What follows belongs to an exercise in optimizing a design on an open flow for small area, a short achievable clock period and few clock cycles; a production flow would make more cautious choices. The RTL was checked by simulation tests, not by an equivalence proof against the original design.

<file path="flow/config.mk">
export PLATFORM = sky130hd
export DESIGN_NAME = evm_core
export DESIGN_NICKNAME = evm_core
export VERILOG_FILES = /design/flow/design.v
export SDC_FILE = /design/flow/constraint.sdc
export NUM_CORES = 8
export LEC_CHECK = 0
export CAP_MARGIN = 40
export CORE_MARGIN = 2
export CORE_UTILIZATION = 40
export SETUP_SLACK_MARGIN = 0.5
export SLEW_MARGIN = 20
</file>
<file path="flow/constraint.sdc">
create_clock -name core_clock -period 16.0 [get_ports {clk}]
set_input_delay 3.2000 -clock core_clock [delete_from_list [all_inputs] [get_ports {clk}]]
set_output_delay 3.2000 -clock core_clock [all_outputs]
set_load 0.01 [all_outputs]
</file>
<file path="flow/design.v">
module evm_core (
    input  wire        clk,
    input  wire        rst,           
    input  wire [63:0] prog_len,      
    output reg         imem_req,
    output reg  [63:0] imem_addr,
    input  wire        imem_ready,
    input  wire [63:0] imem_rdata,
    output reg         out_valid,
    output reg  [7:0]  out_byte,
    output reg  [1:0]  status,        
    output reg  [2:0]  cause,
    output reg  [63:0] fault_pc,
    output reg  [63:0] fault_info
);
    localparam MEM_BYTES = 128;
    localparam OS_DEPTH  = 16;
    localparam CS_DEPTH  = 8;
    localparam OP_PUSH = 5'd0,  OP_DUP = 5'd1,  OP_SWAP = 5'd2,  OP_ADD = 5'd3;
    localparam OP_SUB = 5'd4,   OP_MULTU = 5'd5, OP_GT = 5'd6,   OP_LT = 5'd7;
    localparam OP_EQ = 5'd8,    OP_GE = 5'd9,   OP_LE = 5'd10,   OP_READ8 = 5'd11;
    localparam OP_READ64 = 5'd12, OP_WRITE8 = 5'd13, OP_WRITE64 = 5'd14;
    localparam OP_PRINTU = 5'd15, OP_PUTS = 5'd16, OP_CALL = 5'd17, OP_RET = 5'd18;
    localparam OP_JP = 5'd19, OP_JPC = 5'd20, OP_JR = 5'd21, OP_JRC = 5'd22;
    localparam OP_HALT = 5'd23;
    localparam C_FETCH_OOB = 3'd1, C_ILLEGAL = 3'd2, C_OS_UNDER = 3'd3;
    localparam C_CS_UNDER = 3'd4, C_MEM_OOB = 3'd5, C_OS_OVER = 3'd6, C_CS_OVER = 3'd7;
    localparam S_FETCH    = 4'd0;
    localparam S_WAIT_OP  = 4'd1;
    localparam S_WAIT_IMM = 4'd2;
    localparam S_EXEC     = 4'd3;
    localparam S_MEMRD    = 4'd4;
    localparam S_MEMWR    = 4'd5;
    localparam S_PUTS     = 4'd6;
    localparam S_CONV     = 4'd7;
    localparam S_DIGITS   = 4'd8;
    localparam S_DONE     = 4'd9;
    reg [3:0]  state;
    reg [63:0] ip;           
    reg [63:0] pc;           
    reg [4:0]  op;
    reg [63:0] imm;
    reg [63:0] os [0:OS_DEPTH-1];
    reg [4:0]  osp;
    reg [63:0] cs [0:CS_DEPTH-1];
    reg [3:0]  csp;
    reg [7:0]  mem [0:MEM_BYTES-1];
    reg [6:0]  maddr;        
    reg [7:0]  mcount;       
    reg [63:0] mdata;        
    reg        mwide;        
    reg [63:0] bin;
    reg [79:0] bcd;
    reg [6:0]  ccount;
    reg [4:0]  dcount;       
    reg        started;      
    wire [3:0]  top_i = osp[3:0] - 4'd1;
    wire [3:0]  sec_i = osp[3:0] - 4'd2;
    wire [63:0] a = os[top_i];
    wire [63:0] b = os[sec_i];
    wire [63:0] prod = b * a;
    wire [64:0] ip_plus_1 = {1'b0, ip} + 65'd1;
    wire        oob1  = (a >= MEM_BYTES);
    wire        oob8  = (a > MEM_BYTES - 8);
    wire [64:0] puts_end = {1'b0, b} + {1'b0, a};
    wire        oobp  = (puts_end > MEM_BYTES);
    wire        dup_under = (imm >= {59'd0, osp});
    wire [3:0]  dup_i = osp[3:0] - 4'd1 - imm[3:0];
    reg [79:0] bcd_adj;
    integer d;
    always @* begin
        for (d = 0; d < 20; d = d + 1)
            bcd_adj[4*d +: 4] = (bcd[4*d +: 4] >= 4'd5) ? bcd[4*d +: 4] + 4'd3 : bcd[4*d +: 4];
    end
    wire [3:0] cur_digit = bcd[79:76];
    always @* begin
        out_valid = 1'b0;
        out_byte  = 8'd0;
        if (state == S_PUTS && mcount != 8'd0) begin
            out_valid = 1'b1;
            out_byte  = mem[maddr];
        end else if (state == S_DIGITS && (started || cur_digit != 4'd0 || dcount == 5'd1)) begin
            out_valid = 1'b1;
            out_byte  = {4'h3, cur_digit};
        end
    end
    integer i;
    reg        ex_fault;
    reg [2:0]  ex_cause;
    reg [63:0] ex_info;
    always @* begin
        ex_fault = 1'b1;
        ex_info  = 64'd0;
        ex_cause = C_OS_UNDER;
        case (op)
        OP_PUSH:              begin ex_cause = C_OS_OVER; ex_fault = (osp == OS_DEPTH); end
        OP_DUP:               begin
                                  if (!dup_under) begin
                                      ex_cause = C_OS_OVER;
                                      ex_fault = (osp == OS_DEPTH);
                                  end
                              end
        OP_READ8, OP_READ64:  begin
                                  if (osp != 5'd0) begin
                                      ex_cause = C_MEM_OOB;
                                      ex_info  = a;
                                      ex_fault = (op == OP_READ8) ? oob1 : oob8;
                                  end
                              end
        OP_WRITE8, OP_WRITE64: begin
                                  if (osp >= 5'd2) begin
                                      ex_cause = C_MEM_OOB;
                                      ex_info  = a;
                                      ex_fault = (op == OP_WRITE8) ? oob1 : oob8;
                                  end
                              end
        OP_PUTS:              begin
                                  if (osp >= 5'd2) begin
                                      ex_cause = C_MEM_OOB;
                                      ex_info  = b;
                                      ex_fault = oobp;
                                  end
                              end
        OP_CALL:              begin
                                  if (osp != 5'd0) begin
                                      ex_cause = C_CS_OVER;
                                      ex_fault = (csp == CS_DEPTH);
                                  end
                              end
        OP_RET:               begin ex_cause = C_CS_UNDER; ex_fault = (csp == 4'd0); end
        OP_PRINTU, OP_JP, OP_JR: ex_fault = (osp == 5'd0);
        OP_HALT:              ex_fault = 1'b0;
        default:              ex_fault = (osp < 5'd2);  
        endcase
    end
    reg        raise;
    reg [2:0]  r_cause;
    reg [63:0] r_pc;
    reg [63:0] r_info;
    always @* begin
        raise   = 1'b0;
        r_cause = ex_cause;
        r_pc    = pc;
        r_info  = ex_info;
        case (state)
        S_FETCH: if (ip >= prog_len) begin
                     raise = 1'b1; r_cause = C_FETCH_OOB; r_pc = ip; r_info = ip;
                 end
        S_WAIT_OP: if (imem_ready) begin
                     if (imem_rdata > 64'd23) begin
                         raise = 1'b1; r_cause = C_ILLEGAL; r_info = imem_rdata;
                     end else if ((imem_rdata[4:0] == OP_PUSH || imem_rdata[4:0] == OP_DUP) &&
                                  ip_plus_1 >= {1'b0, prog_len}) begin
                         raise = 1'b1; r_cause = C_FETCH_OOB; r_info = ip_plus_1[63:0];
                     end
                 end
        S_EXEC:  raise = ex_fault;
        default: ;
        endcase
    end
    always @(posedge clk) begin
        if (rst) begin
            state      <= S_FETCH;
            ip         <= 64'd0;
            pc         <= 64'd0;
            op         <= 5'd0;
            imm        <= 64'd0;
            osp        <= 5'd0;
            csp        <= 4'd0;
            status     <= 2'd0;
            cause      <= 3'd0;
            fault_pc   <= 64'd0;
            fault_info <= 64'd0;
            imem_req   <= 1'b0;
            imem_addr  <= 64'd0;
            maddr      <= 7'd0;
            mcount     <= 8'd0;
            mdata      <= 64'd0;
            mwide      <= 1'b0;
            bin        <= 64'd0;
            bcd        <= 80'd0;
            ccount     <= 7'd0;
            dcount     <= 5'd0;
            started    <= 1'b0;
            for (i = 0; i < MEM_BYTES; i = i + 1)
                mem[i] <= 8'd0;
        end else if (raise) begin
            status     <= 2'd2;
            cause      <= r_cause;
            fault_pc   <= r_pc;
            fault_info <= r_info;
            ip         <= r_pc;
            imem_req   <= 1'b0;
            state      <= S_DONE;
        end else begin
            case (state)
            S_FETCH: begin
                pc        <= ip;
                imem_req  <= 1'b1;
                imem_addr <= ip;
                state     <= S_WAIT_OP;
            end
            S_WAIT_OP: begin
                if (imem_ready) begin
                    imem_req <= 1'b0;
                    op       <= imem_rdata[4:0];
                    ip       <= ip_plus_1[63:0];
                    if (imem_rdata[4:0] == OP_PUSH || imem_rdata[4:0] == OP_DUP) begin
                        imem_req  <= 1'b1;
                        imem_addr <= ip_plus_1[63:0];
                        state     <= S_WAIT_IMM;
                    end else begin
                        state <= S_EXEC;
                    end
                end
            end
            S_WAIT_IMM: begin
                if (imem_ready) begin
                    imem_req <= 1'b0;
                    imm      <= imem_rdata;
                    ip       <= ip_plus_1[63:0];
                    state    <= S_EXEC;
                end
            end
            S_EXEC: begin
                state <= S_FETCH;
                case (op)
                OP_PUSH: begin
                    os[osp[3:0]] <= imm;
                    osp <= osp + 5'd1;
                end
                OP_DUP: begin
                    os[osp[3:0]] <= os[dup_i];
                    osp <= osp + 5'd1;
                end
                OP_SWAP: begin
                    os[top_i] <= b;
                    os[sec_i] <= a;
                end
                OP_ADD, OP_SUB, OP_MULTU, OP_GT, OP_LT, OP_EQ, OP_GE, OP_LE: begin
                    case (op)
                    OP_ADD:   os[sec_i] <= b + a;
                    OP_SUB:   os[sec_i] <= b - a;
                    OP_MULTU: os[sec_i] <= prod;
                    OP_GT:    os[sec_i] <= {63'd0, a > b};
                    OP_LT:    os[sec_i] <= {63'd0, a < b};
                    OP_EQ:    os[sec_i] <= {63'd0, a == b};
                    OP_GE:    os[sec_i] <= {63'd0, a >= b};
                    default:  os[sec_i] <= {63'd0, a <= b};
                    endcase
                    osp <= osp - 5'd1;
                end
                OP_READ8, OP_READ64: begin
                    maddr  <= a[6:0];
                    mwide  <= (op == OP_READ64);
                    mcount <= (op == OP_READ64) ? 8'd8 : 8'd1;
                    mdata  <= 64'd0;
                    state  <= S_MEMRD;
                end
                OP_WRITE8, OP_WRITE64: begin
                    maddr  <= a[6:0];
                    mcount <= (op == OP_WRITE64) ? 8'd8 : 8'd1;
                    mdata  <= b;
                    osp    <= osp - 5'd2;
                    state  <= S_MEMWR;
                end
                OP_PRINTU: begin
                    bin    <= a;
                    bcd    <= 80'd0;
                    ccount <= 7'd64;
                    osp    <= osp - 5'd1;
                    state  <= S_CONV;
                end
                OP_PUTS: begin
                    maddr  <= b[6:0];
                    mcount <= a[7:0];
                    osp    <= osp - 5'd2;
                    state  <= S_PUTS;
                end
                OP_CALL: begin
                    cs[csp[2:0]] <= ip;
                    csp <= csp + 4'd1;
                    ip  <= a;
                    osp <= osp - 5'd1;
                end
                OP_RET: begin
                    ip  <= cs[csp[2:0] - 3'd1];
                    csp <= csp - 4'd1;
                end
                OP_JP: begin
                    ip  <= a;
                    osp <= osp - 5'd1;
                end
                OP_JR: begin
                    ip  <= ip + a;
                    osp <= osp - 5'd1;
                end
                OP_JPC, OP_JRC: begin
                    if (b != 64'd0)
                        ip <= (op == OP_JPC) ? a : ip + a;
                    osp <= osp - 5'd2;
                end
                default: begin  
                    status <= 2'd1;
                    state  <= S_DONE;
                end
                endcase
            end
            S_MEMRD: begin
                if (mwide)
                    mdata <= {mem[maddr], mdata[63:8]};
                else
                    mdata <= {56'd0, mem[maddr]};
                maddr  <= maddr + 7'd1;
                mcount <= mcount - 8'd1;
                if (mcount == 8'd1) begin
                    os[top_i] <= mwide ? {mem[maddr], mdata[63:8]} : {56'd0, mem[maddr]};
                    state <= S_FETCH;
                end
            end
            S_MEMWR: begin
                mem[maddr] <= mdata[7:0];
                mdata  <= {8'd0, mdata[63:8]};
                maddr  <= maddr + 7'd1;
                mcount <= mcount - 8'd1;
                if (mcount == 8'd1)
                    state <= S_FETCH;
            end
            S_PUTS: begin
                if (mcount == 8'd0) begin
                    state <= S_FETCH;
                end else begin
                    maddr  <= maddr + 7'd1;
                    mcount <= mcount - 8'd1;
                end
            end
            S_CONV: begin
                {bcd, bin} <= {bcd_adj, bin} << 1;
                ccount <= ccount - 7'd1;
                if (ccount == 7'd1) begin
                    dcount  <= 5'd20;
                    started <= 1'b0;
                    state   <= S_DIGITS;
                end
            end
            S_DIGITS: begin
                if (cur_digit != 4'd0)
                    started <= 1'b1;
                bcd    <= bcd << 4;
                dcount <= dcount - 5'd1;
                if (dcount == 5'd1)
                    state <= S_FETCH;
            end
            default: ;  
            endcase
        end
    end
endmodule
</file>
<file path="flow/run.sh">
#!/bin/bash
# synth_recipe.tcl (not shown) runs the flow's synth.tcl, then flattens the netlist and writes it again
# the make line also repeats each setting of config.mk as NAME=value (left out here)
make -C /OpenROAD-flow-scripts/flow DESIGN_CONFIG=/design/flow/config.mk WORK_HOME=/design/flow/orfs CLKGATE_MAP_FILE= SYNTH_SCRIPT=/design/flow/synth_recipe.tcl finish
</file>
==> results.toml <==
[status]
status = "timing/DRC/antenna clean"

[setup_path]
worstSetupEndpointType = "register"
max_stage_delay_ns = 0.84
criticalPathCategory = "reg -> reg"
critPathRequiredTime_ns = 16.69
cpMaxStageDelayCell = "o31ai_1"
crit_fanout = 27
critPathLaunchType = "register"
cp.arrival_ns = 15.50

[placed_design]
dpl.hpwl_um = 882000
io_buffers = 337
gp_congestion = 1.07

[die]
die_w_um = 789
core_mm2 = 0.614
row_count = 288
dieArea_mm2 = 0.622
start_util = 0.401
die_h_um = 789
ioPinCount = 338

[global_routing]
grt_overflow = 0
grt_max_degree = 122
use_met3 = 0.149
met2_usage = 0.534
top_usage_layer = "met2"
antenna_found_initial = 160
grtUsageTotal = 0.378
grt_pass1_wl_um = 1640000
grt_use_met1 = 0.474
grt_pass1_vias = 198263

[clock_network]
cts_setup_buffers = 0
cts_tree = "built"
cts.sinks = 3212
cts-root-buf = "clkbuf_16"
insertion_delay_ns = 1.16
cts_max_level = 5
cts_resized = 0
cts_hold_buf = 0
ctsLongestPathBuffers = 4
numCtsBuffers = 369
path_clk_slew_ns = 0.07

[detailed_routing]
drc = 0
wl_per_cell_um = 37.5
first_pass_iters = 9
drtIter0Drc = 31427
wl_um = 1210000
drt.antenna.violating_nets = 0
vias_per_cell = 6.42
via_count = 206152

[synthesis]
yosysWarnings = 1
synth_area_leaders = "edfxtp_1 31%, fa_1 15%, mux4_2 12%, dfxtp_1 5.3%, nor2_1 4.9%"
synth_top_area_share = 0.312
avgSynthCellArea_um2 = 10.5
ys_seq_area_frac = 0.365
ys_seq_elements = 3212
synth_nets = 26157
ys_types = 111
synth_top_cells_by_count = "3,229 x nor2_1, 2,979 x nand2_1, 2,560 x edfxtp_1"
ys_async_sr_fraction = 0
yosys.area.top_type = "edfxtp_1"
synth_edf_count = 2560
synth-main-ff-cell = "edfxtp_1"
syn-cell-area_mm2 = 0.246
synth_most_common_cell = "nor2_1"
synthCells = 23489

[flow_run]
drv_cap = 0

[sta]
final-setup-viol-count = 0
period_needed_ns = 14.81
tightestPinTransition_ns = 1.30
fin_setup_tns_ns = 0
clock_skew_ns = 0.175
fmax_mhz = 67.5
fin_crit_sh = 0.926
final_max_slew_viol_count = 0
slew_headroom = 0.135
rsz0062_at_grt = "false"
final-hold-violation-count = 0

[final_layout]
syn_to_final_growth_pct = 13.6
drive_gt1_frac = 0.150
nets = 26205

[min_path]
hold_class = "reg -> reg"
==> area by class of cell <==
cell class	count	area [um2]
flip-flops and latches	3212	90000
multi-input cells	16076	142000
fillers	56820	335000
well taps	8120	10200
clock inverters	219	2560
diodes	140	350
clock buffers	463	9900
repair buffers	1572	16300
inverters	2306	8660
==> sequential cells by signal (all words and copies together), names as in the netlist, 8 cells and up, named ones only <==
register	flops
mem	1024
os	1024
cs	512
bcd	80
bin	64
fault_info	64
fault_pc	64
imem_addr	64
imm	64
ip	64
mdata	64
pc	64
mcount	8
==> kinds of logic after synthesis <==
logic type / synth area share
AOI/OAI and AO/OA: 0.0930
xor gates and xnor gates: 0.0174
adders and majority gates: 0.185
buffers and inverters: 0.0663
DFF: 0.365
muxes: 0.147
and+or+nand+nor: 0.126
==> cell usage in the layout (no fill, tap or decap), drive strengths merged, types with 167 or more instances in the layout <==
master	netlist	layout
ha	700	700
xnor2	347	347
clkbuf	1358	469
nor2	3234	3234
o21ai	522	522
fa	1837	1837
a21oi	1602	1602
mux4	1300	1300
a21o	289	289
clkdlybuf4s50	0	335
a221oi	171	171
buf	537	1230
nand2	2980	2980
clkinv	28	167
mux2i	627	627
nor3	191	191
inv	2278	2303
and3	191	191
edfxtp	2560	2560
nand3	242	242
dfxtp	652	652
==> per-layer routing <==
metal / up-vias / routed length (um)
met5: - / 1200
met4: 80 / 100000
met3: 3812 / 171000
met2: 15861 / 498000
met1: 104846 / 435000
li1: 81553 / -
==> worst paths after layout <==
path	to	slack, ns	startpoint	cells past startpoint
max	os[12][2]	1.19	osp[2]	31
min	bin[30]	0.45	bin[30]	2
max reg2reg	os[12][2]	1.19	osp[2]	31
min reg2reg	bin[30]	0.45	bin[30]	2
==> worst max-delay path, delay by kind of cell, from the launching register on <==
kind                     cells  cell delay [ns]
XOR/XNOR                     1             0.79
buffers and inverters        8             2.83
flip-flops                   1             0.65
AO/OA/AOI/OAI               12             4.33
adder cells (fa/ha/maj)      2             1.18
AND/OR/NAND/NOR              7             3.60
multiplexers                 1             0.65
==> through the flow <==
stage	utilization	cells	instance area (um2)	setup slack, ns	hold slack [ns]
floorplan	-	23489	246000	0.611	0.432
CTS	0.454	31925	279000	1.59	0.451
global placement	0.430	31092	264000	1.30	0.438
finish	0.455	32108	280000	1.19	0.450
global route	0.455	32002	280000	0.911	0.466
detailed placement	0.434	31243	266000	1.62	0.443
Testbench counts, summed over its fixed seeds: cycles 234,974.

afterwards: timing with drivers on the ports:
No port has a modelled driver above. Below, the same layout with a new extraction and two added sets of constraints. Step 1 (the two cells are an assumption about what drives the block):
set clk [get_ports {clk}]
set_driving_cell -lib_cell sky130_fd_sc_hd__clkbuf_16 $clk
set_driving_cell -lib_cell sky130_fd_sc_hd__buf_2 [delete_from_list [all_inputs] $clk]
Step 2 adds t to the input delays and takes it off the output delays; t is the mean of the earliest and latest rising clock arrival at the registers after step 1. Input paths then give back, and output paths get back, about the clock's delay inside the block. Three values: no drivers, after step 1, after step 2; two values: the first two.
shift t [ns]: 1.226
slack for setup (ns): 1.187 / 1.187 / 1.187
hold WS [ns]: 0.450 / 0.450 / 0.450
After both steps setup and hold are still met in this run. For this run, drivers alone change the setup slack by 0.000 ns; drivers and shift together by 0.000 ns.
